What follows belongs to an exercise in optimizing a design on an open flow for a short achievable clock period and few clock cycles; a production flow would make more cautious choices. Function was checked by simulation only, so behaviour that the tests miss may differ from the original. No activity file was given, so power comes from the tool's default toggle rates.

`design/flow/config.mk`:
```
export PLATFORM = sky130hd
export DESIGN_NAME = il_core
export DESIGN_NICKNAME = il_core
export VERILOG_FILES = /design/flow/design.v
export SDC_FILE = /design/flow/constraint.sdc
export NUM_CORES = 4
export LEC_CHECK = 0
export CAP_MARGIN = 30
export CORE_MARGIN = 2
export CORE_UTILIZATION = 40
export SETUP_SLACK_MARGIN = 5.0
export SLEW_MARGIN = 20
```
`design/flow/constraint.sdc`:
```
create_clock -name core_clock -period 8.0 [get_ports {clk}]
set_input_delay 1.6000 -clock core_clock [delete_from_list [all_inputs] [get_ports {clk}]]
set_output_delay 1.6000 -clock core_clock [all_outputs]
set_load 0.01 [all_outputs]
```
`design/flow/design.v`:
```
module il_core (
    input  wire        clk,
    input  wire        rst,
    input  wire        start,
    input  wire [15:0] prog_len,
    output wire        busy,
    output wire [15:0] acc,
    output wire [15:0] last_line,
    output wire [4:0]  esp,
    output wire [4:0]  csp,
    output wire        prog_valid,
    output wire [15:0] prog_addr,
    input  wire        prog_ready,
    input  wire [15:0] prog_word,
    input  wire [15:0] prog_opr,
    output wire        mem_valid,
    output wire        mem_we,
    output wire [1:0]  mem_region,
    output wire [4:0]  mem_slot,
    output wire [15:0] mem_wdata,
    input  wire        mem_ready,
    input  wire [15:0] mem_rdata
);
    localparam DEPTH = 20;
    localparam [4:0] OP_LOAD = 5'd1,  OP_STOR = 5'd2,  OP_SET = 5'd3,
                     OP_AND  = 5'd5,  OP_OR   = 5'd6,  OP_XOR = 5'd7,
                     OP_ADD  = 5'd8,  OP_SUB  = 5'd9,  OP_MUL = 5'd10,
                     OP_DIV  = 5'd11, OP_GT   = 5'd12, OP_GE  = 5'd13,
                     OP_EQ   = 5'd14, OP_NE   = 5'd15, OP_LE  = 5'd16,
                     OP_LT   = 5'd17, OP_JUMP = 5'd18, OP_CALL = 5'd19,
                     OP_RET  = 5'd20, OP_CLOSE = 5'd21;
    localparam [2:0] PH_RUN  = 3'd0,    
                     PH_CMEM = 3'd1,    
                     PH_MUL1 = 3'd2,
                     PH_MUL2 = 3'd3,
                     PH_MUL3 = 3'd4,
                     PH_DIV0 = 3'd5,
                     PH_DIVI = 3'd6,
                     PH_CW   = 3'd7;    
    integer k;
    reg [15:0] acc_r;
    reg [15:0] last_line_r;
    reg [4:0]  esp_r;
    reg [4:0]  csp_r;
    reg [15:0] edisc;
    reg        esp_z, esp_f;    
    reg        ed_z, ed_f;      
    reg [4:0]  estk_op [0:DEPTH-1];    
    reg        estk_n  [0:DEPTH-1];    
    reg [15:0] estk_a  [0:DEPTH-1];    
    reg [15:0] cstk    [0:DEPTH-1];    
    reg        busy_r;
    reg        idle_r;     
    reg        pv;         
    reg        fmore;      
    reg [15:0] pa;         
    reg [15:0] plen;
    reg        cp_push, cp_pop;
    reg        spec;       
    reg        redir;      
    reg [15:0] rd_pa;
    reg        rd_more;
    reg [15:0] cp_val;
    wire [15:0] ctop = cp_push ? cp_val : (cp_pop ? cstk[1] : cstk[0]);
    function [7:0] decode_addr;    
        input [15:0] a;
        reg h0, h1, h2, h3, l0, l1, l2, l3, v;
        reg [4:0] dm;
        begin
            h0 = (a[15:5] == 11'd0);       
            h1 = (a[15:6] == 10'h09C);     
            h2 = (a[15:7] == 9'h0EA);      
            h3 = (a[15:7] == 9'h138);      
            l0 = (a[4:0] >= 5'd1)  && (a[4:0] <= 5'd26);
            l1 = (a[5:0] >= 6'h11) && (a[5:0] <= 6'h2A);
            l2 = (a[6:0] >= 7'h31) && (a[6:0] <= 7'h4A);
            l3 = (a[6:0] >= 7'h41) && (a[6:0] <= 7'h5A);
            v  = (h0 & l0) | (h1 & l1) | (h2 & l2) | (h3 & l3);
            dm = a[4:0] - 5'd1;             
            decode_addr = {v, {2{v}} & {h2 | h3, h1 | h3},
                           {5{v}} & {dm[4] ^ (h1 | h2), dm[3:0]}};
        end
    endfunction
    wire [4:0] p_op  = (prog_word[7:0] > 8'd21) ? 5'd0 : prog_word[4:0];
    wire       p_i   = prog_word[8];
    wire       p_n   = prog_word[9];
    wire       p_c   = prog_word[10];
    wire       p_g   = prog_word[11];
    wire       p_ld  = (p_op == OP_LOAD);
    wire       p_st  = (p_op == OP_STOR);
    wire       p_sr  = (p_op == 5'd3) || (p_op == 5'd4);
    wire       p_bin = (p_op >= OP_AND) && (p_op <= OP_LT);
    wire       p_md  = (p_op == OP_MUL) || (p_op == OP_DIV);
    wire       p_j   = (p_op == OP_JUMP);
    wire       p_cl  = (p_op == OP_CALL);
    wire       p_rt  = (p_op == OP_RET);
    wire       p_cls = (p_op == OP_CLOSE);
    wire       p_ctrl = p_j | p_cl | p_rt;
    wire [7:0] p_dec = decode_addr(prog_opr);
    wire       p_mok = p_dec[7];
    wire k_ld   = p_ld & !p_g;
    wire k_open = p_g & (p_ld | p_st | p_bin);
    wire k_stor = p_st & !p_g;
    wire k_bin  = p_bin & !p_g;
    wire [6:0] p_kind = {p_ctrl, p_cls, k_bin, p_sr, k_stor, k_open, k_ld};
    wire p_memreq = p_mok & ((k_ld & !p_i) | (k_open & p_bin & !p_i) |
                             k_stor | p_sr | (k_bin & !p_i));
    wire p_useimm = (p_ld & (p_i | p_g)) | (p_st & p_g) | (p_bin & p_i);
    wire [15:0] p_vimm = (p_useimm ? prog_opr : 16'd0) ^ {16{p_n & k_bin}};
    wire p_rinv = k_ld & p_n;
    wire p_we   = k_stor | p_sr;
    wire p_mod  = !(k_stor | p_sr | p_ctrl);
    wire p_fin  = !p_cls & !(k_bin & p_md);    
    wire p_logic = (p_op == OP_AND) || (p_op == OP_OR) || (p_op == OP_XOR);
    wire p_nacc = !(k_ld | (k_bin & p_memreq & !p_md));
    wire p_exec = !(p_op == 5'd0);    
    wire [15:0] pa1 = pa + 16'd1;
    localparam QW = 77;
    wire [QW-1:0] p_ent = {p_sps, p_nacc, p_fin, p_mod, p_we, p_rinv, p_memreq, p_dec[4:0], p_dec[6:5],
                           pa1, p_vimm, prog_opr, p_c, p_n, p_i, p_op, p_kind};
    localparam QD = 3;
    reg [QW-1:0] q [0:QD-1];
    reg [QD:0]   qv;         
    wire         b_v = qv[0];
    reg        e_v;
    reg [2:0]  e_ph;
    reg        ph_run_r;   
    reg [6:0]  e_kind;
    reg [4:0]  e_op;
    reg        e_i, e_n, e_c;
    reg [15:0] e_opr, e_vimm, e_line1;
    reg [1:0]  e_region;
    reg [4:0]  e_slot;
    reg        e_memreq, e_rinv, e_we, e_mod, e_fin, e_nacc;
    reg        e_sp;       
    reg        w_pend;
    reg [4:0]  w_op;
    reg [15:0] w_b;
    reg        m_req;      
    reg [15:0] mA, mB;
    reg [23:0] bd_r;       
    reg        cw_b;       
    reg [15:0] m4 [0:2];    
    reg        mdiv;
    reg [15:0] dR, dD, dQ;
    reg [3:0]  dCnt;
    reg        dZero;
    wire e_kld   = e_kind[0];
    wire e_kopen = e_kind[1];
    wire e_kstor = e_kind[2];
    wire e_ksr   = e_kind[3];
    wire e_kbin  = e_kind[4];
    wire e_kcls  = e_kind[5];
    wire e_kctrl = e_kind[6];
    reg  acc_nz;     
    wire e_stall = w_pend && e_nacc;
    wire e_run  = e_v && (e_ph == PH_RUN) && !e_stall;
    wire e_cm   = e_v && (e_ph == PH_CMEM);
    wire e_cond = acc_nz ^ e_n;
    assign mem_valid  = m_req & (!e_ksr | (acc_nz ^ e_n)) & !(w_pend & e_nacc);
    assign mem_we     = e_we;
    assign mem_region = e_region;
    assign mem_slot   = e_slot;
    wire   mhs        = mem_valid & mem_ready;
    reg        wsw, wsb, wss, wnb;    
    reg [15:0] accb_r;
    assign mem_wdata  = ({16{wsw}} & (accb_r ^ {16{wnb}})) |
                        {15'd0, (wsb & ~(acc_nz ^ wnb)) | wss};
    wire [15:0] rdm   = {mem_rdata[15:1] & {15{e_region[1]}}, mem_rdata[0]};
    wire [15:0] rd_inv = rdm ^ {{15{e_rinv & e_region[1]}}, e_rinv};    
    wire [15:0] rd_bin = rdm ^ {16{e_n}};          
    wire [4:0]  top_op = estk_op[0];
    wire        top_n  = estk_n[0];
    wire [15:0] top_a  = estk_a[0];
    function [15:0] s16;
        input [16:0] x;
        s16 = x[15:0];
    endfunction
    function [16:0] add16;
        input [15:0] a;
        input [15:0] b;
        input        ci;
        reg   [15:0] g, p, gg, pp2;
        integer j, d;
        begin
            g = a & b;
            p = a ^ b;
            g[0] = g[0] | (p[0] & ci);
            gg  = g;
            pp2 = p;
            for (d = 1; d < 16; d = d * 2) begin
                for (j = 15; j >= d; j = j - 1) begin
                    gg[j]  = gg[j] | (pp2[j] & gg[j-d]);
                    pp2[j] = pp2[j] & pp2[j-d];
                end
            end
            add16 = {gg[15], p ^ {gg[14:0], ci}};
        end
    endfunction
    function [15:0] alu;
        input [4:0]  op;
        input [15:0] a;
        input [15:0] b;
        reg   [16:0] d, d2, sm;
        reg          lt, gt, cl, ce, cg, cmp;
        begin
            sm = add16(a, b, 1'b0);
            d  = add16(a, ~b, 1'b1);
            d2 = add16(b, ~a, 1'b1);
            lt = !d[16];
            gt = !d2[16];
            cl = (op == OP_LT) || (op == OP_LE) || (op == OP_NE);
            ce = (op == OP_GE) || (op == OP_EQ) || (op == OP_LE);
            cg = (op == OP_GT) || (op == OP_GE) || (op == OP_NE);
            cmp = lt ? cl : (gt ? cg : ce);
            alu = ({16{op == OP_AND}} & (a & b)) |
                  ({16{op == OP_OR}}  & (a | b)) |
                  ({16{op == OP_XOR}} & (a ^ b)) |
                  ({16{op == OP_ADD}} & sm[15:0]) |
                  ({16{op == OP_SUB}} & d[15:0]) |
                  {15'd0, cmp};
        end
    endfunction
    function sum_zero;
        input [15:0] a;
        input [15:0] b;
        sum_zero = (((a ^ b) ^ {(a[14:0] | b[14:0]), 1'b0}) == 16'd0);
    endfunction
    function alu_nz;
        input [4:0]  op;
        input [15:0] a;
        input [15:0] b;
        reg   [16:0] d, d2;
        reg          lt, gt, cl, ce, cg;
        begin
            d  = add16(a, ~b, 1'b1);
            d2 = add16(b, ~a, 1'b1);
            lt = !d[16];
            gt = !d2[16];
            cl = (op == OP_LT) || (op == OP_LE) || (op == OP_NE);
            ce = (op == OP_GE) || (op == OP_EQ) || (op == OP_LE);
            cg = (op == OP_GT) || (op == OP_GE) || (op == OP_NE);
            case (op)
                OP_AND: alu_nz = ((a & b) != 16'd0);
                OP_OR:  alu_nz = ((a | b) != 16'd0);
                OP_XOR, OP_SUB: alu_nz = (a != b);
                OP_ADD: alu_nz = !sum_zero(a, b);
                OP_GT, OP_GE, OP_EQ, OP_NE, OP_LE, OP_LT:
                        alu_nz = lt ? cl : (gt ? cg : ce);
                default: alu_nz = 1'b0;
            endcase
        end
    endfunction
    wire [15:0] yw = alu(w_op, acc_r, w_b);
    wire [15:0] yr   = alu(e_op, acc_r, e_vimm);             
    wire [15:0] c_b  = acc_r ^ {16{top_n}};
    wire [15:0] yc   = top_n ? alu(top_op, top_a, ~acc_r) : alu(top_op, top_a, acc_r);
    wire        yc_nz = top_n ? alu_nz(top_op, top_a, ~acc_r) : alu_nz(top_op, top_a, acc_r);
    wire        r_md = (top_op == OP_MUL) || (top_op == OP_DIV);
    wire [7:0] acc_dec = decode_addr(acc_r);
    wire       c_disc  = !ed_z;
    wire       c_empty = esp_z;
    wire       c_ldst  = (top_op == OP_LOAD) || (top_op == OP_STOR);
    wire       c_cmp   = (top_op >= OP_GT) && (top_op <= OP_LT);
    wire       c_done  = c_disc || c_empty || (!c_ldst && !r_md && !c_cmp);
    function [31:0] csa;    
        input [15:0] x, y, z;
        reg   [15:0] s, c;
        begin
            s = x ^ y ^ z;
            c = (x & y) | (x & z) | (y & z);
            csa = {c[14:0], 1'b0, s};
        end
    endfunction
    function [23:0] booth;
        input [15:0] b;
        reg   [16:0] x;
        reg   [2:0]  t;
        integer j;
        begin
            x = {b, 1'b0};
            for (j = 0; j < 8; j = j + 1) begin
                t = x[2*j +: 3];
                booth[3*j]     = t[2] && !(t[1] && t[0]);                
                booth[3*j + 1] = t[1] ^ t[0];                            
                booth[3*j + 2] = (t == 3'b011) || (t == 3'b100);         
            end
        end
    endfunction
    reg  [15:0] bm;
    reg  [15:0] mt [0:20];
    always @(*) begin
        mt[8] = 16'd0;
        for (k = 0; k < 8; k = k + 1) begin
            bm = ({16{bd_r[3*k+1]}} & acc_r) | ({16{bd_r[3*k+2]}} & {acc_r[14:0], 1'b0});
            mt[k] = (bd_r[3*k] ? ~bm : bm) << (2*k);
            mt[8][2*k] = bd_r[3*k];
        end
        for (k = 0; k < 6; k = k + 1) begin
            mt[9 + 2*k]  = mt[3*k] ^ mt[3*k+1] ^ mt[3*k+2];
            mt[10 + 2*k] = ((mt[3*k] & mt[3*k+1]) | (mt[3*k] & mt[3*k+2]) |
                            (mt[3*k+1] & mt[3*k+2])) << 1;
        end
    end
    wire [31:0] mf_2 = csa(m4[0], m4[1], m4[2]);
    wire [15:0] mf_s2 = mf_2[15:0];
    wire [15:0] mf_c2 = mf_2[31:16];
    wire [15:0] mfin  = mf_s2 + mf_c2;
    function [1:0] lz4;    
        input [3:0] n;
        lz4 = n[3] ? 2'd0 : n[2] ? 2'd1 : n[1] ? 2'd2 : 2'd3;
    endfunction
    function [4:0] lzc;
        input [15:0] x;
        begin
            if (x[15:12] != 4'd0)     lzc = {3'd0, lz4(x[15:12])};
            else if (x[11:8] != 4'd0) lzc = {3'd1, lz4(x[11:8])};
            else if (x[7:4] != 4'd0)  lzc = {3'd2, lz4(x[7:4])};
            else if (x[3:0] != 4'd0)  lzc = {3'd3, lz4(x[3:0])};
            else                      lzc = 5'd16;
        end
    endfunction
    wire [15:0] capA = acc_r;
    wire [15:0] capB = rd_bin;
    wire [4:0]  lzA  = lzc(capA);
    wire [4:0]  lzB  = lzc(capB);
    wire [15:0] rA   = e_kcls ? top_a : acc_r;
    wire [15:0] rB   = e_kcls ? c_b : e_vimm;
    wire [4:0]  rlzA = lzc(rA);
    wire [4:0]  rlzB = lzc(rB);
    wire [4:0]  rdS  = rlzB - rlzA;
    reg  [4:0]  dS_r;
    reg         dZ_r;
    wire [15:0] dD1 = dD >> 1;
    wire [16:0] d_t = {1'b0, dR} - {1'b0, dD};
    wire        d_ge = !d_t[16];
    wire [16:0] d_u = {1'b0, dR} - {1'b0, dD1};
    wire [17:0] d_x = {2'b0, dR};
    wire [17:0] d_y = ~{2'b0, dD};
    wire [17:0] d_z = ~{2'b0, dD1};
    wire [17:0] d_s = d_x ^ d_y ^ d_z;
    wire [17:0] d_c = {((d_x[16:0] & d_y[16:0]) | (d_x[16:0] & d_z[16:0]) |
                        (d_y[16:0] & d_z[16:0])), 1'b1};
    wire [17:0] d_v = d_s + d_c + 18'd1;               
    wire        d_ge2 = d_ge ? !d_v[17] : !d_u[16];
    wire [15:0] d_r2 = d_ge ? (d_ge2 ? d_v[15:0] : d_t[15:0])
                            : (d_ge2 ? d_u[15:0] : dR);
    task mul_tree;
        begin
            for (k = 0; k < 3; k = k + 1) m4[k] <= mt[18 + k];
            e_ph <= PH_MUL3;
            ph_run_r <= 1'b0;
        end
    endtask
    task div_reg;
        begin
            dZero <= (rB == 16'd0) || (rlzB < rlzA);
            dR    <= rA;
            dD    <= rB << rdS[3:0];
            dQ    <= 16'd0;
            dCnt  <= rdS[3:0];
            e_ph  <= PH_DIVI;
            ph_run_r <= 1'b0;
        end
    endtask
    task div_setup;
        begin
            dZero <= dZ_r;
            dR    <= mA;
            dD    <= mB << dS_r[3:0];
            dQ    <= 16'd0;
            dCnt  <= dS_r[3:0];
            e_ph  <= PH_DIVI;
            ph_run_r <= 1'b0;
        end
    endtask
    reg e_done;
    always @(*) begin
        e_done = 1'b0;
        if (e_v) begin
            case (e_ph)
            PH_RUN:  e_done = !e_stall && (e_kcls ? c_done : (e_fin && (!mem_valid || mem_ready)));
            PH_CMEM: e_done = !m_req || mem_ready;
            PH_MUL3: e_done = 1'b1;
            PH_DIVI: e_done = dZero || (dCnt[3:1] == 3'd0);
            PH_CW:   e_done = 1'b1;
            default: e_done = 1'b0;
            endcase
        end
    end
    wire e_accept = !e_v || e_done;
    wire e_lg   = (e_op == OP_AND) || (e_op == OP_OR) || (e_op == OP_XOR);
    wire em_bin = 1'b0;                                      
    wire em_lg  = e_run & e_kbin & e_fin & m_req;            
    wire [15:0] ylg = alu(e_op, acc_r, rd_bin);
    wire em_rd  = (e_run & (e_kld | (e_kopen & !esp_f)) & m_req) |
                  (e_cm & !e_we & m_req);
    reg        o_en;       
    reg        o_yr;       
    reg        o_yc;       
    reg [15:0] o_val;      
    reg        o_nz;       
    always @(*) begin
        o_en  = 1'b0;
        o_yr  = 1'b0;
        o_yc  = 1'b0;
        o_val = 16'd0;
        o_nz  = 1'b0;
        if (e_v) begin
            case (e_ph)
            PH_RUN: if (!e_stall) begin
                if (e_kld && !e_memreq) begin
                    o_en = 1'b1;  o_val = e_vimm;  o_nz = (e_vimm != 16'd0);
                end else if (e_kopen && !e_memreq && !esp_f) begin
                    o_en = 1'b1;  o_val = e_vimm;  o_nz = (e_vimm != 16'd0);
                end else if (e_kbin && e_fin && !e_memreq) begin
                    o_en = 1'b1;  o_yr = 1'b1;
                end else if (e_kcls && !c_disc && !c_empty) begin
                    if (top_op == OP_STOR) begin
                        o_en = 1'b1;  o_val = top_a;  o_nz = (top_a != 16'd0);
                    end else if (top_op == OP_LOAD) begin
                        o_en = !acc_dec[7];  o_val = 16'd0;
                    end else if (top_op == OP_MUL) begin
                        o_en = 1'b1;  o_val = top_a;  o_nz = (top_a != 16'd0);
                    end else if (!r_md && !c_cmp && top_op >= OP_AND && top_op <= OP_LT) begin
                        o_en = 1'b1;  o_yc = 1'b1;
                    end
                end
            end
            PH_CW: begin
                o_en = 1'b1;  o_val = {15'd0, cw_b};  o_nz = cw_b;
            end
            PH_MUL3: begin
                o_en = 1'b1;
            end
            PH_DIVI: begin
                o_en = dZero || (dCnt[3:1] == 3'd0);
            end
            default: ;
            endcase
        end
    end
    wire        t_bin  = mem_ready & em_bin;
    wire        t_rd   = mem_ready & em_rd;
    wire        t_lg   = mem_ready & em_lg;
    wire        s_mul  = e_v & (e_ph == PH_MUL3);
    wire        s_div  = e_v & (e_ph == PH_DIVI) & !dZero & (dCnt[3:1] == 3'd0);
    wire [15:0] y_div  = dCnt[0] ? {dQ[13:0], d_ge, d_ge2} : {dQ[14:0], d_ge};
    wire        nz_div = (dCnt[0] ? (dQ[13:0] != 14'd0) || d_ge2 : (dQ[14:0] != 15'd0)) || d_ge;
    wire        s_oth  = o_en & !o_yr & !o_yc & !s_mul & !s_div;
    wire        s_yw   = w_pend & !t_rd & !o_en;
    wire        s_hold = !(t_rd | t_lg | o_en | w_pend);
    wire [15:0] acc_nx = ({16{t_rd}} & rd_inv) | ({16{t_lg}} & ylg) |
                         ({16{o_yr}} & yr) | ({16{o_yc}} & yc) | ({16{s_yw}} & yw) |
                         ({16{s_mul}} & mfin) | ({16{s_div}} & y_div) |
                         ({16{s_oth}} & o_val) | ({16{s_hold}} & acc_r);
    wire        lg_nz  = alu_nz(e_op, acc_r, rd_bin);
    wire        nz_nx  = (t_rd & (rd_inv != 16'd0)) | (t_lg & lg_nz) |
                         (o_yr & alu_nz(e_op, acc_r, e_vimm)) | (o_yc & yc_nz) |
                         (s_yw & alu_nz(w_op, acc_r, w_b)) | (s_mul & !sum_zero(mf_s2, mf_c2)) | (s_div & nz_div) |
                         (s_oth & o_nz) | (s_hold & acc_nz);
    wire        hs       = pv && prog_ready;
    wire        lt_pa1   = (pa1 < plen);
    wire        lt_opr   = (prog_opr < plen);
    wire        lt_ctop  = (ctop < plen);
    reg         q_mod;
    always @(*) begin
        q_mod = 1'b0;
        for (k = 0; k < QD; k = k + 1)
            if (qv[k] && q[k][QW-4]) q_mod = 1'b1;
    end
    wire        acc_stable = !(e_v && e_mod) && !q_mod && !w_pend;
    wire        w_j      = (prog_word[7:0] == 8'd18);
    wire        w_cl     = (prog_word[7:0] == 8'd19);
    wire        w_rt     = (prog_word[7:0] == 8'd20);
    wire        w_ctrl   = w_j | w_cl | w_rt;
    wire        w_nop    = (prog_word[7:0] == 8'd0) || (prog_word[7:0] > 8'd21);
    wire        p_hold   = w_ctrl && ((p_c && !acc_stable) || (spec && !w_j));
    wire        p_sps    = p_hold && !spec;       
    wire        p_go     = !p_hold && (!p_c || (acc_nz ^ p_n));
    wire        p_push   = w_cl && p_go && (csp_r != DEPTH);
    wire        p_pop    = w_rt && p_go && (csp_r != 5'd0);
    wire        p_tj     = (w_j && p_go) || p_push;
    wire        p_tr     = w_rt && p_go;
    wire        p_toE    = !w_nop && (!w_ctrl || p_hold);
    wire [15:0] p_next   = p_tj ? prog_opr : (p_tr ? (p_pop ? ctop : 16'hFFFF) : pa1);
    wire        p_lt     = p_tj ? lt_opr : (p_tr ? (p_pop && lt_ctop) : lt_pa1);
    wire        p_more   = p_lt && !(p_hold && spec);
    wire        x_e      = e_run && e_kctrl;
    wire        flush;       
    wire        hs_ok    = hs && !redir && !flush;    
    wire        e_go     = !e_c || e_cond;
    wire        e_push   = (e_op == OP_CALL) && e_go && (csp_r != DEPTH);
    wire        e_pop    = (e_op == OP_RET) && e_go && (csp_r != 5'd0);
    wire        e_tj     = ((e_op == OP_JUMP) && e_go) || e_push;
    wire        e_tr     = (e_op == OP_RET) && e_go;
    wire [15:0] e_next   = e_tj ? e_opr : (e_tr ? (e_pop ? ctop : 16'hFFFF) : e_line1);
    assign      flush    = x_e && e_sp && (e_tj || e_tr);
    wire        fl_wait  = pv && !prog_ready;    
    wire        e_lt     = e_tj ? (e_opr < plen) : (e_tr ? (e_pop && lt_ctop) : (e_line1 < plen));
    reg        fmore_n, e_v_n;
    wire       x_own  = flush || redir || (x_e && !e_sp);
    wire       c_port = hs && !x_own;
    wire       f_oth  = flush ? (fl_wait || e_lt) : redir ? (!hs || rd_more) :
                        (x_e && !e_sp) ? e_lt : fmore;
    wire [15:0] pa_oth = flush ? (fl_wait ? pa : e_next) : redir ? (hs ? rd_pa : pa) :
                         (x_e && !e_sp) ? e_next : pa;
    wire [15:0] pa_d  = ({16{c_port & p_tj}} & prog_opr) |
                        ({16{c_port & p_tr & p_pop}} & ctop) |
                        {16{c_port & p_tr & !p_pop}} |
                        ({16{c_port & !p_tj & !p_tr}} & pa1) |
                        ({16{!c_port}} & pa_oth);
    reg [QD:0] qv_n;
    wire       q_pop  = e_accept && b_v;
    wire       q_push = hs_ok && p_toE && !(e_accept && !b_v);
    wire [QW-1:0] src = b_v ? q[0] : p_ent;    
    wire       c_to_cm = e_run && e_kcls && !c_disc && !c_empty && c_ldst;
    wire       ksr_nx  = !c_to_cm && (e_accept ? src[3] : e_ksr);
    wire       n_nx    = c_to_cm ? top_n : (e_accept ? src[13] : e_n);
    wire       set_nx  = e_accept ? (src[11:7] == OP_SET) : (e_op == OP_SET);
    wire       p_word  = (prog_opr[15:7] == 9'h0EA) || (prog_opr[15:7] == 9'h138);
    wire       word_nx = c_to_cm ? acc_dec[6] :
                         (e_accept ? (b_v ? q[0][64] : p_word) : e_region[1]);
    wire       m_req_nx = flush ? 1'b0 : c_to_cm ? acc_dec[7] :
                          e_accept ? (b_v ? q[0][QW-7] : (hs_ok && p_toE && p_memreq)) :
                          (m_req && !mhs);
    always @(*) begin
        fmore_n = c_port ? p_more : f_oth;
        for (k = 0; k < QD; k = k + 1) begin
            if (q_pop && !q_push)      qv_n[k] = qv[k+1];
            else if (q_push && !q_pop) qv_n[k] = qv[k] | ((k == 0) ? 1'b1 : qv[k-1]);
            else                       qv_n[k] = qv[k];
        end
        qv_n[QD] = 1'b0;
        if (flush) qv_n = {(QD+1){1'b0}};
        e_v_n = e_v;
        if (e_accept) e_v_n = !flush && (b_v || (hs_ok && p_toE));
    end
    reg        sp_pend;
    reg [4:0]  sp_op;
    reg        sp_n;
    reg [15:0] sp_a;
    wire push_go = e_run && e_kopen && !esp_f && (!m_req || mem_ready);
    wire pop_go  = e_run && e_kcls && !c_disc && !c_empty;
    always @(posedge clk) begin
        if (rst) begin
            sp_pend <= 1'b0;
        end else begin
            if (push_go) begin
                estk_op[0] <= e_op;
                estk_n[0]  <= e_n;
                estk_a[0]  <= acc_r;
                sp_op <= estk_op[0];
                sp_n  <= estk_n[0];
                sp_a  <= estk_a[0];
            end else if (pop_go) begin
                estk_op[0] <= sp_pend ? sp_op : estk_op[1];
                estk_n[0]  <= sp_pend ? sp_n  : estk_n[1];
                estk_a[0]  <= sp_pend ? sp_a  : estk_a[1];
            end
            if (sp_pend && !pop_go) begin
                estk_op[1] <= sp_op;
                estk_n[1]  <= sp_n;
                estk_a[1]  <= sp_a;
                for (k = 2; k < DEPTH; k = k + 1) begin
                    estk_op[k] <= estk_op[k-1];
                    estk_n[k]  <= estk_n[k-1];
                    estk_a[k]  <= estk_a[k-1];
                end
            end else if (pop_go && !sp_pend) begin
                for (k = 1; k < DEPTH - 1; k = k + 1) begin
                    estk_op[k] <= estk_op[k+1];
                    estk_n[k]  <= estk_n[k+1];
                    estk_a[k]  <= estk_a[k+1];
                end
            end
            sp_pend <= push_go;
        end
    end
    always @(posedge clk) begin
        if (rst) begin
            cp_push <= 1'b0;
            cp_pop  <= 1'b0;
        end else begin
            cp_push <= busy_r && (x_e ? e_push : (hs_ok && p_push));
            cp_pop  <= busy_r && (x_e ? e_pop : (hs_ok && p_pop));
            cp_val  <= x_e ? e_line1 : pa1;
            if (cp_push) begin
                cstk[0] <= cp_val;
                for (k = 1; k < DEPTH; k = k + 1) cstk[k] <= cstk[k-1];
            end else if (cp_pop) begin
                for (k = 0; k < DEPTH - 1; k = k + 1) cstk[k] <= cstk[k+1];
            end
        end
    end
    always @(posedge clk) begin
        if (rst) begin
            busy_r <= 1'b0;
            idle_r <= 1'b1;
            pv     <= 1'b0;
            fmore  <= 1'b0;
            qv     <= {(QD+1){1'b0}};
            e_v    <= 1'b0;
            e_ph   <= PH_RUN;
            ph_run_r <= 1'b1;
            m_req  <= 1'b0;
            spec   <= 1'b0;
            redir  <= 1'b0;
            w_pend <= 1'b0;
            pa       <= 16'd0;
            e_slot   <= 5'd0;
            e_region <= 2'd0;
            acc_r  <= 16'd0;
            accb_r <= 16'hFFFF;
            acc_nz <= 1'b0;
            esp_r  <= 5'd0;
            esp_z  <= 1'b1;
            esp_f  <= 1'b0;
            ed_z   <= 1'b1;
            ed_f   <= 1'b0;
            csp_r  <= 5'd0;
            edisc  <= 16'd0;
        end else if (!busy_r) begin
            if (start) begin
                busy_r <= 1'b1;
                idle_r <= 1'b0;
                plen   <= prog_len;
                pa     <= 16'd0;
                fmore  <= (prog_len != 16'd0);
                pv     <= (prog_len != 16'd0);
                last_line_r <= pa;
            end
        end else begin
            fmore  <= fmore_n;
            qv     <= qv_n;
            e_v    <= e_v_n;
            pv     <= fmore_n && !qv_n[QD-1];
            busy_r <= fmore_n || qv_n[0] || e_v_n || t_bin;
            idle_r <= !(fmore_n || qv_n[0] || e_v_n || t_bin);
            wsw    <= !ksr_nx && word_nx;
            wsb    <= !ksr_nx && !word_nx;
            wss    <= ksr_nx && set_nx;
            wnb    <= !n_nx;
            if (x_e) begin
                if (e_push) csp_r <= csp_r + 5'd1;
                else if (e_pop) csp_r <= csp_r - 5'd1;
            end else if (hs_ok) begin
                if (p_push) csp_r <= csp_r + 5'd1;
                else if (p_pop) csp_r <= csp_r - 5'd1;
            end
            pa <= pa_d;
            if (flush) begin
                rd_pa   <= e_next;
                rd_more <= e_lt;
            end
            redir <= flush ? fl_wait : (redir && !hs);
            if (x_e && e_sp) spec <= 1'b0;
            else if (hs_ok && p_sps) spec <= 1'b1;
            for (k = 0; k < QD; k = k + 1) begin
                if (q_pop) begin
                    if (hs && qv[k] && !qv[k+1]) q[k] <= p_ent;
                    else if (k < QD - 1) q[k] <= q[k+1];
                end else if (hs && !qv[k] && ((k == 0) || qv[k-1])) begin
                    q[k] <= p_ent;
                end
            end
            m_req <= m_req_nx;
            if (e_accept) begin
                e_ph <= PH_RUN;
                ph_run_r <= 1'b1;
                bd_r <= booth(src[46:31]);
                {e_sp, e_nacc, e_fin, e_mod, e_we, e_rinv, e_memreq, e_slot, e_region, e_line1, e_vimm,
                 e_opr, e_c, e_n, e_i, e_op, e_kind} <= b_v ? q[0] : p_ent;
            end
            acc_r  <= acc_nx;
            accb_r <= ~acc_nx;
            acc_nz <= nz_nx;
            w_pend <= t_bin;
            w_op   <= e_op;
            w_b    <= rd_bin;
            if (e_v) begin
                case (e_ph)
                PH_RUN: if (!e_stall) begin
                    if (e_kopen) begin
                        if (mhs || !e_memreq) begin
                            if (!esp_f) begin
                                esp_r <= esp_r + 5'd1;
                                esp_z <= 1'b0;
                                esp_f <= (esp_r == DEPTH - 1);
                            end else if (!ed_f) begin
                                edisc <= edisc + 16'd1;
                                ed_z  <= 1'b0;
                                ed_f  <= (edisc == 16'hFFFE);
                            end
                        end
                    end else if (e_kbin) begin
                        if (mhs || !e_memreq) begin
                            if (!e_fin) begin
                                mdiv <= (e_op == OP_DIV);
                                if (mhs) begin
                                    mA   <= acc_r;
                                    mB   <= rd_bin;
                                    bd_r <= booth(rd_bin);
                                    dS_r <= lzB - lzA;
                                    dZ_r <= (capB == 16'd0) || (lzB < lzA);
                                    e_ph <= (e_op == OP_DIV) ? PH_DIV0 : PH_MUL1;
                                    ph_run_r <= 1'b0;
                                end else if (e_op == OP_DIV) begin
                                    div_reg;
                                end else begin
                                    mul_tree;
                                end
                            end
                        end
                    end else if (e_kcls) begin
                        if (c_disc) begin
                            edisc <= edisc - 16'd1;
                            ed_z  <= (edisc == 16'd1);
                            ed_f  <= 1'b0;
                        end else if (!c_empty) begin
                            esp_r <= esp_r - 5'd1;
                            esp_z <= (esp_r == 5'd1);
                            esp_f <= 1'b0;
                            if (c_ldst) begin
                                e_ph     <= PH_CMEM;
                                ph_run_r <= 1'b0;
                                e_region <= acc_dec[6:5];
                                e_slot   <= acc_dec[4:0];
                                e_we     <= (top_op == OP_STOR);
                                e_n      <= top_n;
                                e_rinv   <= top_n;
                            end else if (c_cmp) begin
                                cw_b <= yc[0];
                                e_ph <= PH_CW;
                                ph_run_r <= 1'b0;
                            end else if (top_op == OP_DIV) begin
                                mdiv <= 1'b1;
                                div_reg;
                            end else if (r_md) begin
                                mdiv <= 1'b0;
                                bd_r <= booth(c_b);
                                e_ph <= PH_MUL1;
                                ph_run_r <= 1'b0;
                            end
                        end
                    end
                end
                PH_MUL1: begin
                    mul_tree;
                end
                PH_DIV0: begin
                    div_setup;
                end
                PH_DIVI: begin
                    dR   <= d_r2;
                    dD   <= dD >> 2;
                    dQ   <= {dQ[13:0], d_ge, d_ge2};
                    dCnt <= dCnt - 4'd2;
                end
                default: ;
                endcase
            end
        end
    end
    assign busy       = busy_r;
    assign acc        = acc_r;
    assign last_line  = idle_r ? pa : last_line_r;
    assign esp        = esp_r;
    assign csp        = csp_r;
    assign prog_valid = pv;
    assign prog_addr  = pa;
endmodule
```
`design/flow/run.sh`:
```
#!/bin/bash
# synth_recipe.tcl (not shown) runs the flow's synth.tcl, then flattens the netlist and writes it again
# the make line also repeats each setting of config.mk as NAME=value (left out here)
make -C /OpenROAD-flow-scripts/flow DESIGN_CONFIG=/design/flow/config.mk WORK_HOME=/design/flow/orfs CLKGATE_MAP_FILE= SYNTH_SCRIPT=/design/flow/synth_recipe.tcl finish
```
==> summary.txt, run 1 <==
Max Fclk 235 MHz; Critical Path AT 4.91 ns; share of cells above drive strength 1 0.377; final hold violation count 0; Cell Area, Placed 90100 sq um; wire per inst 30.1 microns; async set-reset flop share out of synthesis 0; Yosys cell types 107; CTS Sinks 1390; Design Area, Final 113000 sq um; Final Setup Violations 0; overall routing resource usage 0.295; Starting Density 0.402; vias in the first global route 68300; hpwl dp 209000 microns; Vias 71600; Routed Antenna Nets 0; Max-Slew Margin vs Limit 0.307; Final period util 0.531; CTS tree done; DIE AREA 217000 sq um; outcome finished clean; Core Box Area 212000 sq um; cts hold-fix bufs 0; Starting DRT DRC Count 9574; Worst-Skew Late Latency 0.87 ns; pre-CTS WS 1.58 ns; r2r startpoint e_n$_DFFE_PP_; top_reg_cell synth edfxtp_1; H-tree Lvls 4; Die Y 465 microns; largest cells by area after synthesis edfxtp_1, mux2_2, ha_1; # fillers 17900; most frequent cell after synthesis edfxtp_1; GP Congestion 1.00; Die W 465 microns; Layout Nets 9175; register bit total from synthesis 1390; Worst R2R End acc_r[12]$_SDFFE_PP0P_; worst min-delay path class reg2reg; overflow left after global routing 0; endpoint class of the critical path flip-flop; TritonRoute pass-1 iters 6; worst setup margin 3.75 ns; Setup Skew 0.0827 ns; pwr/cell area 171 nW/um^2; initial antenna violation count 20; Hold Crit Endpoint estk_op[19][3]$_DFFE_PP_; critical path class in2reg; clk slew on worst S/H paths 0.06 ns; Cell Area, Synth 85100 sq um; port bufs 149; unrepaired setup endpoints after global routing true; Post-synth top cells edfxtp_1, mux2_2, nand2_1; dominant cell type by area after synthesis edfxtp_1; post-synthesis cell count 7679; Bufs on Longest Clock Path 3; I/O pin cnt 154; P_leak 0.0410 uW; Post-synth EDFFs 1287; register area share after synthesis 0.478; Synth top area share 0.454; R2R depth 15; Fin Hold WS 0.437 ns; fin util 0.533; fin crit period 4.25 ns; Post-Syn Nets 8272; Routed WL 347000 microns; vias per cell 6.20; Final Power 19300 uW; pin count of the biggest net entering global routing 109; DRC Markers 0; WHS Path Cells 0; Worst Path Max Fanout 2; FP Rows 169; R2R Setup Slk 3.88 ns; max-cap violations 0; Peak supply drop 0.000237 V; max-slew violations 0; syn_area_per_cell 11.1 sq um; Synthesis Warnings 9; CTS buffer count 156; Worst-Margin Slew 1.03 ns; first-pass GRT wire length 471000 microns; crit path launch type primary input; CTS root buf clkbuf_16; hold path start estk_op[18][3]$_DFFE_PP_; Worst EP required 8.66 ns; area grow syn2layout 32.6%
registers in the layout (all words and copies together), names as in the netlist, 20 cells and up:
signal,flops
bd_r,24
cstk,320
estk_a,320
estk_n,20
estk_op,100
m4,33
q,222
metal layers:
metal | share of wire | global-route usage | up-vias
met5 | 0.00047 | 0 | -
met4 | 0.075 | 0.165 | 16
met3 | 0.11 | 0.0862 | 1276
met2 | 0.43 | 0.440 | 4301
met1 | 0.38 | 0.383 | 35400
li1 | - | - | 30600
critical path, stage by stage:
cell        delay (ns)
buf_12            0.11
nand2_4           0.06
xor2_1            0.15
buf_4             0.18
clkinvlp_4        0.17
ha_4              0.28
and2_4            0.15
o21a_1            0.22
or4_4             0.53
a41oi_4           0.29
nor3b_2           0.21
o31ai_1           0.10
a2111o_1          0.53
a2111oi_4         0.23
a211oi_1          0.09
how the worst max path moves through the flow:
stage | startpoint | slack (ns) | endpoint | cells past startpoint
after global routing | e_kind[5]$_DFFE_PP_ | 3.75 | dD[8]$_DFFE_PP_ | 18
after global placement | mem_rdata[3] | 1.59 | acc_r[12]$_SDFFE_PP0P_ | 13
after CTS | mem_rdata[9] | 3.95 | acc_r[12]$_SDFFE_PP0P_ | 15
final | mem_rdata[4] | 3.75 | acc_r[12]$_SDFFE_PP0P_ | 15
after detailed placement | mem_rdata[3] | 1.58 | acc_r[12]$_SDFFE_PP0P_ | 13
after floorplan | rst | -0.30 | estk_a[10][0]$_DFFE_PP_ | 4
cell type report:
| cell class | instances | area, sq um | share of cell area |
|---|---|---|---|
| multi-input combinational | 5469 | 47600 | 0.421 |
| antenna | 13 | 32.5 | 0.000288 |
| timing repair buffer | 1225 | 14200 | 0.126 |
| tap | 2821 | 3530 | 0.0313 |
| sequential | 1390 | 40900 | 0.362 |
| inverter | 340 | 1380 | 0.0122 |
| clock buffer | 192 | 4110 | 0.0364 |
| clock inverter | 97 | 1120 | 0.00990 |
where the power goes:
part / switching [uW] / total (uW) / internal (uW)
clock: 3210 / 7370 / 4160
combinational: 2240 / 3840 / 1610
sequential: 74.6 / 8090 / 8010
total: 5520 / 19300 / 13800
cell usage in the layout, fill, tap and decap left out, types with 68 or more instances in the layout:
master / count
mux2_2: 761
buf_4: 578
a22oi_1: 91
clkbuf_16: 193
nand3_1: 86
o21ai_0: 245
o21ai_1: 80
nand4_1: 83
xnor2_1: 195
nand2b_1: 68
nor3_1: 85
nand2_1: 510
xor2_1: 99
buf_12: 126
edfxtp_1: 1287
nor2_1: 447
mux2i_1: 101
buf_6: 317
ha_1: 363
o211ai_1: 80
inv_1: 261
a21oi_1: 343
a21oi_2: 91
what timing repair did:
| action | 4_1_cts | 5_1_grt |
|---|---|---|
| pin swaps | 274 | 355 |
| gates cloned | 47 | 51 |
| buffers inserted | 574 | 200 |
| resized for setup | 1912 | 824 |
| endpoints found under the setup margin | 1909 | 1282 |
kinds of logic after synthesis:
group / count (synthesis) / synth area share
compound gates: 1747 / 0.134
flops: 1390 / 0.478
fa+ha+maj: 524 / 0.0842
simple gates: 1910 / 0.107
mux: 918 / 0.121
buf+inv: 831 / 0.0380
xor+xnor: 359 / 0.0369
per-stage QoR:
step           TNS, ns  std cells
3_5_place_dp         0      10400
3_3_place_gp         0      10400
5_1_grt              0      11500
2_1_floorplan  -128.66       7679
4_1_cts              0      11300
6_report             0      11500
Testbench counts, summed over its fixed seeds: cycles 53,620.
==> inputs of run 2 (changes only) <==
--- a/design/flow/design.v
+++ b/design/flow/design.v
@@ -163,8 +163,7 @@
     assign mem_slot   = e_slot;
     wire   mhs        = mem_valid & mem_ready;
     reg        wsw, wsb, wss, wnb;    
-    reg [15:0] accb_r;
-    assign mem_wdata  = ({16{wsw}} & (accb_r ^ {16{wnb}})) |
+    assign mem_wdata  = ({16{wsw}} & ~(acc_r ^ {16{wnb}})) |
                         {15'd0, (wsb & ~(acc_nz ^ wnb)) | wss};
     wire [15:0] rdm   = {mem_rdata[15:1] & {15{e_region[1]}}, mem_rdata[0]};
     wire [15:0] rd_inv = rdm ^ {{15{e_rinv & e_region[1]}}, e_rinv};    
@@ -287,14 +286,15 @@
             end
         end
     endfunction
+    wire [23:0] bdg = (ph_run_r && e_memreq) ? booth(rd_bin) : bd_r;
     reg  [15:0] bm;
     reg  [15:0] mt [0:20];
     always @(*) begin
         mt[8] = 16'd0;
         for (k = 0; k < 8; k = k + 1) begin
-            bm = ({16{bd_r[3*k+1]}} & acc_r) | ({16{bd_r[3*k+2]}} & {acc_r[14:0], 1'b0});
-            mt[k] = (bd_r[3*k] ? ~bm : bm) << (2*k);
-            mt[8][2*k] = bd_r[3*k];
+            bm = ({16{bdg[3*k+1]}} & acc_r) | ({16{bdg[3*k+2]}} & {acc_r[14:0], 1'b0});
+            mt[k] = (bdg[3*k] ? ~bm : bm) << (2*k);
+            mt[8][2*k] = bdg[3*k];
         end
         for (k = 0; k < 6; k = k + 1) begin
             mt[9 + 2*k]  = mt[3*k] ^ mt[3*k+1] ^ mt[3*k+2];
@@ -320,15 +320,10 @@
             else                      lzc = 5'd16;
         end
     endfunction
-    wire [15:0] capA = acc_r;
-    wire [15:0] capB = rd_bin;
+    wire [15:0] capA = e_kcls ? top_a : acc_r;
+    wire [15:0] capB = mhs ? rd_bin : (e_kcls ? c_b : e_vimm);
     wire [4:0]  lzA  = lzc(capA);
     wire [4:0]  lzB  = lzc(capB);
-    wire [15:0] rA   = e_kcls ? top_a : acc_r;
-    wire [15:0] rB   = e_kcls ? c_b : e_vimm;
-    wire [4:0]  rlzA = lzc(rA);
-    wire [4:0]  rlzB = lzc(rB);
-    wire [4:0]  rdS  = rlzB - rlzA;
     reg  [4:0]  dS_r;
     reg         dZ_r;
     wire [15:0] dD1 = dD >> 1;
@@ -352,17 +347,6 @@
             ph_run_r <= 1'b0;
         end
     endtask
-    task div_reg;
-        begin
-            dZero <= (rB == 16'd0) || (rlzB < rlzA);
-            dR    <= rA;
-            dD    <= rB << rdS[3:0];
-            dQ    <= 16'd0;
-            dCnt  <= rdS[3:0];
-            e_ph  <= PH_DIVI;
-            ph_run_r <= 1'b0;
-        end
-    endtask
     task div_setup;
         begin
             dZero <= dZ_r;
@@ -611,7 +595,6 @@
             e_slot   <= 5'd0;
             e_region <= 2'd0;
             acc_r  <= 16'd0;
-            accb_r <= 16'hFFFF;
             acc_nz <= 1'b0;
             esp_r  <= 5'd0;
             esp_z  <= 1'b1;
@@ -673,7 +656,6 @@
                  e_opr, e_c, e_n, e_i, e_op, e_kind} <= b_v ? q[0] : p_ent;
             end
             acc_r  <= acc_nx;
-            accb_r <= ~acc_nx;
             acc_nz <= nz_nx;
             w_pend <= t_bin;
             w_op   <= e_op;
@@ -697,16 +679,22 @@
                         if (mhs || !e_memreq) begin
                             if (!e_fin) begin
                                 mdiv <= (e_op == OP_DIV);
-                                if (mhs) begin
+                                if (mhs && e_op == OP_DIV) begin
                                     mA   <= acc_r;
                                     mB   <= rd_bin;
-                                    bd_r <= booth(rd_bin);
                                     dS_r <= lzB - lzA;
                                     dZ_r <= (capB == 16'd0) || (lzB < lzA);
-                                    e_ph <= (e_op == OP_DIV) ? PH_DIV0 : PH_MUL1;
+                                    e_ph <= PH_DIV0;
                                     ph_run_r <= 1'b0;
+                                end else if (mhs) begin
+                                    mul_tree;
                                 end else if (e_op == OP_DIV) begin
-                                    div_reg;
+                                    mA   <= acc_r;
+                                    mB   <= e_vimm;
+                                    dS_r <= lzB - lzA;
+                                    dZ_r <= (capB == 16'd0) || (lzB < lzA);
+                                    e_ph <= PH_DIV0;
+                                    ph_run_r <= 1'b0;
                                 end else begin
                                     mul_tree;
                                 end
@@ -733,13 +721,14 @@
                                 cw_b <= yc[0];
                                 e_ph <= PH_CW;
                                 ph_run_r <= 1'b0;
-                            end else if (top_op == OP_DIV) begin
-                                mdiv <= 1'b1;
-                                div_reg;
                             end else if (r_md) begin
-                                mdiv <= 1'b0;
+                                mdiv <= (top_op == OP_DIV);
+                                mA   <= top_a;
+                                mB   <= c_b;
                                 bd_r <= booth(c_b);
-                                e_ph <= PH_MUL1;
+                                dS_r <= lzB - lzA;
+                                dZ_r <= (capB == 16'd0) || (lzB < lzA);
+                                e_ph <= (top_op == OP_DIV) ? PH_DIV0 : PH_MUL1;
                                 ph_run_r <= 1'b0;
                             end
                         end
==> run 2 against run 1 <==
Non-clock buffer count down 87. Core utilization down 0.60 points. Die area down 3.0%. Largest cell class unchanged. Synthesized cell count down 3.3%. Routed wire length down 8.4%. Via count down 5.2%. Maximum frequency down 6.0%. Sequential cell count down 15. Sequential share of layout area up 1.4 points. First-iteration DRC count down 13%. Worst hold slack better by 0.0049 ns. Combinational power down 68%. Highest routed layer unchanged.
==> summary.txt, run 2 <==
vias in the first global route 65200; Worst R2R End m4[1][15]$_DFFE_PP_; Multi-input gate area 44700 sq um; Worst Path Max Fanout 4; Post-synth EDFFs 1287; commonest cells after routing, fill and taps aside edfxtp_1, mux2_2, nand2_1; Routed WL 318000 microns; I/O pin cnt 154; outcome finished clean; CTS root buf clkbuf_16; DIE AREA 210000 sq um; endpoint class of the critical path flip-flop; Peak supply drop 0.000189 V; register area 40600 sq um; Post-synth top cells edfxtp_1, mux2_2, nand2_1; hold path start estk_op[18][2]$_DFFE_PP_; cts hold-fix bufs 0; setup TNS 0 ns; largest cells by area after synthesis edfxtp_1, mux2_2, ha_1; unrepaired setup endpoints after global routing true; initial antenna violation count 14; first-pass GRT wire length 441000 microns; vias per cell 6.13; r2r startpoint e_memreq$_DFFE_PP_; dominant cell type by area after synthesis edfxtp_1; Fin Hold WS 0.442 ns; Final period util 0.565; Routed Antenna Nets 0; syn_area_per_cell 11.1 sq um; P_leak 0.0392 uW; Starting Density 0.403; most common cell after layout, fill and taps aside edfxtp_1; CP peak stage delay 0.56 ns; pwr/cell area 150 nW/um^2; CTS Sinks 1375; overall routing resource usage 0.282; max-cap violations 0; Hold Crit Endpoint estk_op[19][2]$_DFFE_PP_; max-slew violations 0; overflow left after global routing 0; Synthesis Warnings 9; fin crit period 4.52 ns; Worst-Skew Late Latency 0.85 ns; Worst EP required 8.59 ns; TritonRoute pass-1 iters 8; H-tree Lvls 4; Critical Path AT 5.11 ns; Design Area, Final 108000 sq um; clk slew on worst S/H paths 0.06 ns; Core Box Area 205000 sq um; register area share after synthesis 0.490; Top Registers cstk (320), estk_a (320), q (222); area grow syn2layout 30.7%; wire per inst 28.7 microns; pin count of the biggest net entering global routing 223; Die W 458 microns; Starting DRT DRC Count 8297; port bufs 149; Setup Skew 0.0566 ns; worst min-delay path class reg2reg; most frequent cell after synthesis edfxtp_1; Synth top area share 0.468; Max Fclk 221 MHz; R2R Setup Slk 3.56 ns; CTS tree done; Post-Syn Nets 8001; WHS Path Cells 0; Layout Nets 8837; top_reg_cell synth edfxtp_1; async set-reset flop share out of synthesis 0; Yosys cell types 103; FP Rows 166; worst-path cell chain buf_6 > nand2_4 > xor2_4 > buf_6 > buf_8 > mux2i_4 > o21ai_4 > a22oi_2 > xnor2_2 > fa_1 > inv_2 > fa_2 > xnor2_2 > xnor2_1 > xnor2_1 > xnor2_1 > xnor2_1 > xnor2_1 > xnor2_1; Cell Area, Synth 82500 sq um; # fillers 17400; final hold violation count 0; crit path launch type primary input; DRC Markers 0; Worst path most repeated cell xnor2_1; R2R depth 17; CTS buffer count 153; slowest CP cell fa_1; Max-Slew Margin vs Limit 0.254; hpwl dp 186000 microns; post-synthesis cell count 7424; critical path class in2reg; Vias 67900; GP Congestion 0.994; Worst-Margin Slew 1.11 ns; register bit total from synthesis 1375; Die Y 458 microns; Cell Area, Placed 87400 sq um; Final Setup Violations 0; share of cells above drive strength 1 0.364; Bufs on Longest Clock Path 3
==> run 2: worst max-delay path by stage <==
stage | from | end | slack [ns] | cells after the start
after global routing | mem_rdata[2] | m4[1][15]$_DFFE_PP_ | 3.36 | 21
final | mem_rdata[9] | m4[1][15]$_DFFE_PP_ | 3.48 | 19
after global placement | mem_rdata[9] | m4[1][15]$_DFFE_PP_ | 1.39 | 19
after CTS | mem_rdata[9] | m4[1][15]$_DFFE_PP_ | 3.55 | 19
after floorplan | rst | estk_a[10][0]$_DFFE_PP_ | -0.15 | 3
after detailed placement | mem_rdata[9] | m4[1][15]$_DFFE_PP_ | 1.35 | 19
==> run 2: through the flow <==
step / util / worst slack [ns] / instances / total power (uW)
floorplan: - / -0.150 / 7424 / 8550
global placement: 0.426 / 1.39 / 9967 / 8900
detailed placement: 0.427 / 1.35 / 9976 / 8910
CTS: 0.502 / 3.55 / 10900 / 16200
global route: 0.527 / 3.36 / 11100 / 16700
finish: 0.527 / 3.48 / 11100 / 16200
==> run 2: where the power goes <==
part / switching (uW) / internal [uW] / total (uW) / leakage (uW)
Clock: 3110 / 3990 / 7100 / 0.00239
Combinational: 725 / 520 / 1240 / 0.0243
Sequential: 42.1 / 7840 / 7880 / 0.0125
Total: 3880 / 12300 / 16200 / 0.0392
==> run 2: layout make-up <==
type | instances | share of cell area
Multi-Input combinational cell | 5254 | 0.415
Sequential cell | 1375 | 0.376
Timing Repair Buffer | 1138 | 0.119
Clock buffer | 192 | 0.0373
Tap cell | 2688 | 0.0312
Inverter | 338 | 0.0127
Clock inverter | 86 | 0.00872
Antenna cell | 6 | 0.000139
==> run 2: critical path, delay by kind of cell <==
kind,cells,cell delay (ns)
xor+xnor,9,1.47
buf+inv,4,0.46
simple gates,1,0.08
fa+ha+maj,2,0.91
mux,1,0.26
compound gates,2,0.31
==> run 2: kinds of logic (layout without fill, tap and decap cells) <==
kind of cell	count (synthesis)	count (layout)	share of synthesized area
simple gates	1767	1776	0.0997
compound gates	1745	1747	0.135
flops	1375	1375	0.490
mux	871	871	0.117
buf+inv	806	1754	0.0374
fa+ha+maj	508	508	0.0844
xor+xnor	352	352	0.0374
other cells	0	6	0
==> run 2: what timing repair did <==
item                                     CTS  global route
cloned                                    55            38
setup buffers                            549           174
endpoints found under the setup margin  2027          1429
resized for setup                       1832           689
pin swaps                                260           391
endpoints found under the hold margin      0             0
==> run 2: metal layers <==
layer  routed length [microns]  GRT usage  vias up
met5                        37          0        -
met4                     24700      0.167        4
met3                     34100     0.0620     1213
met2                    140000      0.440     4093
met1                    119000      0.360    33300
li1                          -          -    29300
Testbench counts of run 2, summed over its fixed seeds: cycles 53,481.

-- what the ideal ports hide --
How much do the figures lean on ideal ports? The routed layouts below were timed once more, with nothing changed but the port constraints. Step 1, drivers: a clkbuf_16 drives clk and a buf_2 each remaining input, both assumed. Step 2 also shifts input and output timing later by t, the mid clock arrival at the registers, as if the neighbouring blocks saw the same clock. a / b / c = ideal ports / drivers / drivers and shift; a / b = the first two.
run | shift t [ns] | setup WS [ns] | worst setup path at the end | worst data-port slew with drivers (ns) | cell pins on the clock port's net
run 1 | 0.919 | 3.752 / 3.802 / 2.883 | input to register | 0.15 | 1
run 2 | 0.913 | 3.479 / 3.507 / 2.594 | input to register | 0.19 | 1
After both steps every run listed still meets setup and hold. For run 2, which loses most, drivers alone change the setup slack by +0.028 ns; drivers and shift together by -0.885 ns.
